Background: an optimization exercise with open tools, aiming at small area, a short achievable clock period and few clock cycles. Do not read the settings as production practice. RTL that was checked went through simulation tests only; none was proved equivalent to the original. Power and IR drop assume default switching activity.

==> flow/design.v <==
module sdr_frame_rx (
    input  wire        clk,
    input  wire        rst,
    input  wire        in_valid,
    output wire        in_ready,
    input  wire [7:0]  in_data,
    output reg         out_valid,
    output reg  [7:0]  out_type,
    output reg  [7:0]  out_gid,
    output reg  [7:0]  out_sid,
    output reg  [79:0] out_payload,
    output reg         crc_err
);
    localparam integer N     = 30;              
    localparam [31:0]  SYNC  = 32'h1ACFFC1D;
    localparam [31:0]  CRC_PRE = 32'hFF06CBB9;
    function automatic near_sync(input [31:0] w);
        reg [31:0] x;
        reg [15:0] a1, a2;
        reg [7:0]  b1, b2, b3;
        reg [3:0]  c1, c2, c3;
        reg [1:0]  d1, d2, d3;
        integer i;
        begin
            x = w ^ SYNC;
            for (i = 0; i < 16; i = i + 1) begin
                a1[i] = x[2*i] | x[2*i+1];
                a2[i] = x[2*i] & x[2*i+1];
            end
            for (i = 0; i < 8; i = i + 1) begin
                b1[i] = a1[2*i] | a1[2*i+1];
                b2[i] = a2[2*i] | a2[2*i+1] | (a1[2*i] & a1[2*i+1]);
                b3[i] = (a2[2*i] & a1[2*i+1]) | (a1[2*i] & a2[2*i+1]);
            end
            for (i = 0; i < 4; i = i + 1) begin
                c1[i] = b1[2*i] | b1[2*i+1];
                c2[i] = b2[2*i] | b2[2*i+1] | (b1[2*i] & b1[2*i+1]);
                c3[i] = b3[2*i] | b3[2*i+1] | (b2[2*i] & b1[2*i+1]) | (b1[2*i] & b2[2*i+1]);
            end
            for (i = 0; i < 2; i = i + 1) begin
                d1[i] = c1[2*i] | c1[2*i+1];
                d2[i] = c2[2*i] | c2[2*i+1] | (c1[2*i] & c1[2*i+1]);
                d3[i] = c3[2*i] | c3[2*i+1] | (c2[2*i] & c1[2*i+1]) | (c1[2*i] & c2[2*i+1]);
            end
            near_sync = !(d3[0] | d3[1] | (d2[0] & d1[1]) | (d1[0] & d2[1]));
        end
    endfunction
    function automatic [3:0] ham_dec(input [7:0] c);
        reg [2:0] syn;
        reg [3:0] d;
        begin
            syn = {c[6] ^ c[5] ^ c[3], c[6] ^ c[4] ^ c[3], c[5] ^ c[4] ^ c[3]} ^ c[2:0];
            d = c[6:3];
            case (syn)
                3'd6: d[3] = ~d[3];
                3'd5: d[2] = ~d[2];
                3'd3: d[1] = ~d[1];
                3'd7: d[0] = ~d[0];
                default: ;
            endcase
            ham_dec = d;
        end
    endfunction
    function automatic [31:0] crc_step4(input [31:0] r);
        integer i;
        begin
            for (i = 0; i < 4; i = i + 1)
                r = r[0] ? ((r >> 1) ^ 32'hEDB88320) : (r >> 1);
            crc_step4 = r;
        end
    endfunction
    function automatic [7:0] key(input [4:0] j);
        begin
            case (j)
                5'd0:  key = 8'hFE; 5'd1:  key = 8'h3B; 5'd2:  key = 8'h14;
                5'd3:  key = 8'hBE; 5'd4:  key = 8'hA8; 5'd5:  key = 8'h5B;
                5'd6:  key = 8'hCE; 5'd7:  key = 8'h56; 5'd8:  key = 8'h60;
                5'd9:  key = 8'hDA; 5'd10: key = 8'hE8; 5'd11: key = 8'hC8;
                5'd12: key = 8'h81; 5'd13: key = 8'h26; 5'd14: key = 8'h9E;
                5'd15: key = 8'hE1; 5'd16: key = 8'hFC; 5'd17: key = 8'h76;
                5'd18: key = 8'h29; 5'd19: key = 8'h7D; 5'd20: key = 8'h50;
                5'd21: key = 8'hB7; 5'd22: key = 8'h9C; 5'd23: key = 8'hAC;
                5'd24: key = 8'hC1; 5'd25: key = 8'hB5; 5'd26: key = 8'hD1;
                default: key = 8'h00;
            endcase
        end
    endfunction
    reg        rdy_q;                  
    reg        st_v;                   
    reg  [7:0] st_d;
    reg  [7:0] hist [0:N-1];           
    assign in_ready = rdy_q;
    reg        rot;                    
    reg  [4:0] rc;                     
    reg        ract;                   
    reg  [2:0] wv;                     
    reg        wnew;                   
    reg        parse;                  
    reg  [2:0] sh;                     
    reg  [4:0] j;                      
    reg        rec;                    
    reg  [4:0] bd;                     
    reg  [31:0] crc;
    reg        mf;                     
    wire push  = st_v;                         
    wire rstep = rot && !st_v;                 
    wire shift = push || rstep;
    wire rd    = rot ? (rstep && (ract || bd == N - 1)) : push;
    wire [7:0] hin = rot && !st_v ? hist[N-1] : st_d;
    wire [39:0] win = {hist[4], hist[3], hist[2], hist[1], hist[0]};
    reg  [7:0]  hit;
    integer     s;
    always @* begin
        for (s = 0; s < 8; s = s + 1)
            hit[s] = near_sync(win[39-s -: 32]);
    end
    wire any_hit = |hit;
    reg  [2:0] hsh;                    
    always @* begin
        hsh = 3'd0;
        for (s = 7; s >= 0; s = s - 1)
            if (hit[s]) hsh = s[2:0];
    end
    reg        sq;                     
    reg  [4:0] jq;                     
    reg  [7:0] gq;                     
    wire [3:0] d  = ham_dec(gq);
    wire [31:0] crc_in = crc ^ ((!jq[0] && jq <= 5'd22) ? {28'd0, d} : 32'd0);
    wire [31:0] crc_f  = crc_step4(crc_in) ^ ((jq[0] && jq <= 5'd21) ? {24'd0, d, 4'd0} : 32'd0);
    reg  [7:0]  crc_b;
    always @* begin
        case (jq[1:0])
            2'd3:    crc_b = crc_f[31:24];   
            2'd0:    crc_b = crc[23:16];     
            2'd1:    crc_b = crc[15:8];      
            default: crc_b = crc[7:0];       
        endcase
    end
    wire bmatch = (gq == ~crc_b);
    wire lastq  = sq && (jq == 5'd26);
    wire fin_ok = mf && (gq == ~crc[7:0]);
    wire pass   = lastq && fin_ok;
    wire fail   = lastq && !fin_ok;
    wire rewind = fail && rec;
    wire look  = wnew && (wv == 3'd5);
    wire found = look && !parse && any_hit && !pass && !rewind;  
    wire nhit  = parse && look && any_hit;               
    wire step  = wnew && parse || found && hit[0];
    wire [2:0] ush = parse ? sh : 3'd0;
    wire [15:0] pair = {hist[1], hist[0]} << ush;
    wire [7:0]  abyte = (ush == 3'd0) ? hist[0] : pair[15:8];
    wire [4:0]  uj = parse ? j : 5'd0;
    wire last  = step && (uj == 5'd26);
    wire rot_end = rstep && (rc == N - 1);
    integer k;
    always @(posedge clk) begin
        st_d <= in_data;
        if (shift) begin
            hist[0] <= hin;
            for (k = 1; k < N; k = k + 1)
                hist[k] <= hist[k-1];
        end
        gq <= abyte ^ key(uj);
        jq <= uj;
        if (sq) begin
            if (jq <= 5'd2) crc <= CRC_PRE;
            else if (jq <= 5'd23) crc <= crc_f;
            if (jq == 5'd23) mf <= bmatch;
            else mf <= mf & bmatch;
            if (jq == 5'd0) out_type <= gq;
            if (jq == 5'd1) out_gid  <= gq;
            if (jq == 5'd2) out_sid  <= gq;
            if (jq >= 5'd3 && jq <= 5'd22) out_payload <= {out_payload[75:0], d};
        end
        if (found) sh <= hsh;
        if (found) j <= hit[0] ? 5'd1 : 5'd0;
        else if (step) j <= j + 5'd1;
        if (nhit && !rec) bd <= 5'd4 + {4'd0, shift};
        else if (shift) bd <= bd + 5'd1;
        if (rstep) rc <= rc + 5'd1;
        if (rstep && bd == N - 1) ract <= 1'b1;
        if (rst) begin
            rdy_q     <= 1'b0;
            st_v      <= 1'b0;
            rot       <= 1'b0;
            rc        <= 5'd0;
            ract      <= 1'b0;
            wv        <= 3'd0;
            wnew      <= 1'b0;
            parse     <= 1'b0;
            rec       <= 1'b0;
            sq        <= 1'b0;
            out_valid <= 1'b0;
            crc_err   <= 1'b0;
        end else begin
            st_v  <= in_valid && rdy_q;
            rdy_q <= !(rewind || rot && !rot_end) &&
                     !(rec && ({1'b0, bd} + {5'd0, st_v} + {5'd0, rdy_q} >= 6'd28));
            sq    <= step;
            out_valid <= pass;
            crc_err   <= fail;
            wnew <= rd;
            if (rewind) begin
                rot  <= 1'b1;
                rc   <= 5'd0;
                ract <= 1'b0;
                wv   <= 3'd0;
            end else begin
                if (rot_end) rot <= 1'b0;
                if (pass) wv <= {2'd0, sh != 3'd0} + {2'd0, wnew} + {2'd0, rd};
                else if (rd) wv <= (wv == 3'd5) ? 3'd5 : wv + 3'd1;
            end
            if (found) parse <= 1'b1;
            else if (last) parse <= 1'b0;
            if (found || lastq) rec <= 1'b0;
            else if (nhit) rec <= 1'b1;
        end
    end
endmodule
Settings: LEC_CHECK=0, ABC_AREA=1, CAP_MARGIN=20, CORE_MARGIN=2, CORE_UTILIZATION=40, SETUP_SLACK_MARGIN=0.5, SLEW_MARGIN=20; clock period 22.0 ns.
standard.sh (not shown) runs the stock make flow with config.mk's settings and CLKGATE_MAP_FILE= SYNTH_SCRIPT=/design/flow/synth_recipe.tcl, a recipe that flattens the netlist after the stock synthesis.
==> flow/flow/run.sh <==
#!/bin/bash
set -euo pipefail
export BUFFER_PORTS_ARGS="-buffer_cell sky130_fd_sc_hd__buf_1"
export CTS_ARGS="-sink_clustering_enable -repair_clock_nets -dont_use_dummy_load -sink_clustering_size 25 -sink_clustering_max_diameter 80"
bash standard.sh > standard_flow.log 2>&1
Testbench counts at the start, summed over its fixed seeds: cycles 22,795.
Change:
--- a/flow/design.v
+++ b/flow/design.v
@@ -83,14 +83,12 @@
                 5'd24: key = 8'hC1; 5'd25: key = 8'hB5; 5'd26: key = 8'hD1;
                 default: key = 8'h00;
             endcase
         end
     endfunction
     reg        rdy_q;                  
-    reg        st_v;                   
-    reg  [7:0] st_d;
     reg  [7:0] hist [0:N-1];           
     assign in_ready = rdy_q;
     reg        rot;                    
     reg  [4:0] rc;                     
     reg        ract;                   
     reg  [2:0] wv;                     
@@ -99,17 +97,17 @@
     reg  [2:0] sh;                     
     reg  [4:0] j;                      
     reg        rec;                    
     reg  [4:0] bd;                     
     reg  [31:0] crc;
     reg        mf;                     
-    wire push  = st_v;                         
-    wire rstep = rot && !st_v;                 
+    wire push  = in_valid && rdy_q;            
+    wire rstep = rot;                          
     wire shift = push || rstep;
     wire rd    = rot ? (rstep && (ract || bd == N - 1)) : push;
-    wire [7:0] hin = rot && !st_v ? hist[N-1] : st_d;
+    wire [7:0] hin = rot ? hist[N-1] : in_data;
     wire [39:0] win = {hist[4], hist[3], hist[2], hist[1], hist[0]};
     reg  [7:0]  hit;
     integer     s;
     always @* begin
         for (s = 0; s < 8; s = s + 1)
             hit[s] = near_sync(win[39-s -: 32]);
@@ -151,13 +149,12 @@
     wire [7:0]  abyte = (ush == 3'd0) ? hist[0] : pair[15:8];
     wire [4:0]  uj = parse ? j : 5'd0;
     wire last  = step && (uj == 5'd26);
     wire rot_end = rstep && (rc == N - 1);
     integer k;
     always @(posedge clk) begin
-        st_d <= in_data;
         if (shift) begin
             hist[0] <= hin;
             for (k = 1; k < N; k = k + 1)
                 hist[k] <= hist[k-1];
         end
         gq <= abyte ^ key(uj);
@@ -178,27 +175,25 @@
         if (nhit && !rec) bd <= 5'd4 + {4'd0, shift};
         else if (shift) bd <= bd + 5'd1;
         if (rstep) rc <= rc + 5'd1;
         if (rstep && bd == N - 1) ract <= 1'b1;
         if (rst) begin
             rdy_q     <= 1'b0;
-            st_v      <= 1'b0;
             rot       <= 1'b0;
             rc        <= 5'd0;
             ract      <= 1'b0;
             wv        <= 3'd0;
             wnew      <= 1'b0;
             parse     <= 1'b0;
             rec       <= 1'b0;
             sq        <= 1'b0;
             out_valid <= 1'b0;
             crc_err   <= 1'b0;
         end else begin
-            st_v  <= in_valid && rdy_q;
             rdy_q <= !(rewind || rot && !rot_end) &&
-                     !(rec && ({1'b0, bd} + {5'd0, st_v} + {5'd0, rdy_q} >= 6'd28));
+                     !(rec && ({1'b0, bd} + {5'd0, rdy_q} >= 6'd29));
             sq    <= step;
             out_valid <= pass;
             crc_err   <= fail;
             wnew <= rd;
             if (rewind) begin
                 rot  <= 1'b1;
Routed wire length grows slightly.
Area after synthesis drops slightly.
Clock-buffer cell count falls by 1.
Global-route usage went up by 0.41 points.
Cell count barely changes.
Non-clock buffer count goes up by 2.
Design area fell slightly.
Register-to-register slack loses 60 ps.
Power hardly moves.
Die area came out lower slightly.
Combinational power is higher by well over a third.
Function not checked in the second run of this note: the RTL went through the layout flow alone.

static timing again, ports no longer ideal:
The flow's constraints put no driver on any port. The routed layouts listed below were extracted and timed again, unchanged, in two steps.
Step 1, drivers: a clkbuf_16 drives clk and a buf_2 each remaining input, both assumed.
Step 2 moves the port delays by t, midway between the first and last clock arrival at a register: inputs arrive t later, outputs are due t later. That takes back most of the time a late clock gives input paths.
a / b / c = ideal ports / drivers / drivers and shift; a / b = the first two.
run | t, ns | setup slack, ns | worst data-port slew with drivers (ns) | pins driven straight from the clock port
the first run | 0.595 | 16.466 / 16.411 / 16.679 | 0.04 | 1
the second run | 0.581 | 15.659 / 15.676 / 15.095 | 0.04 | 1
After both steps setup and hold are still met in every run listed. The setup slack of the second run, which loses most, moves by +0.017 ns with the drivers and by -0.564 ns with both steps.
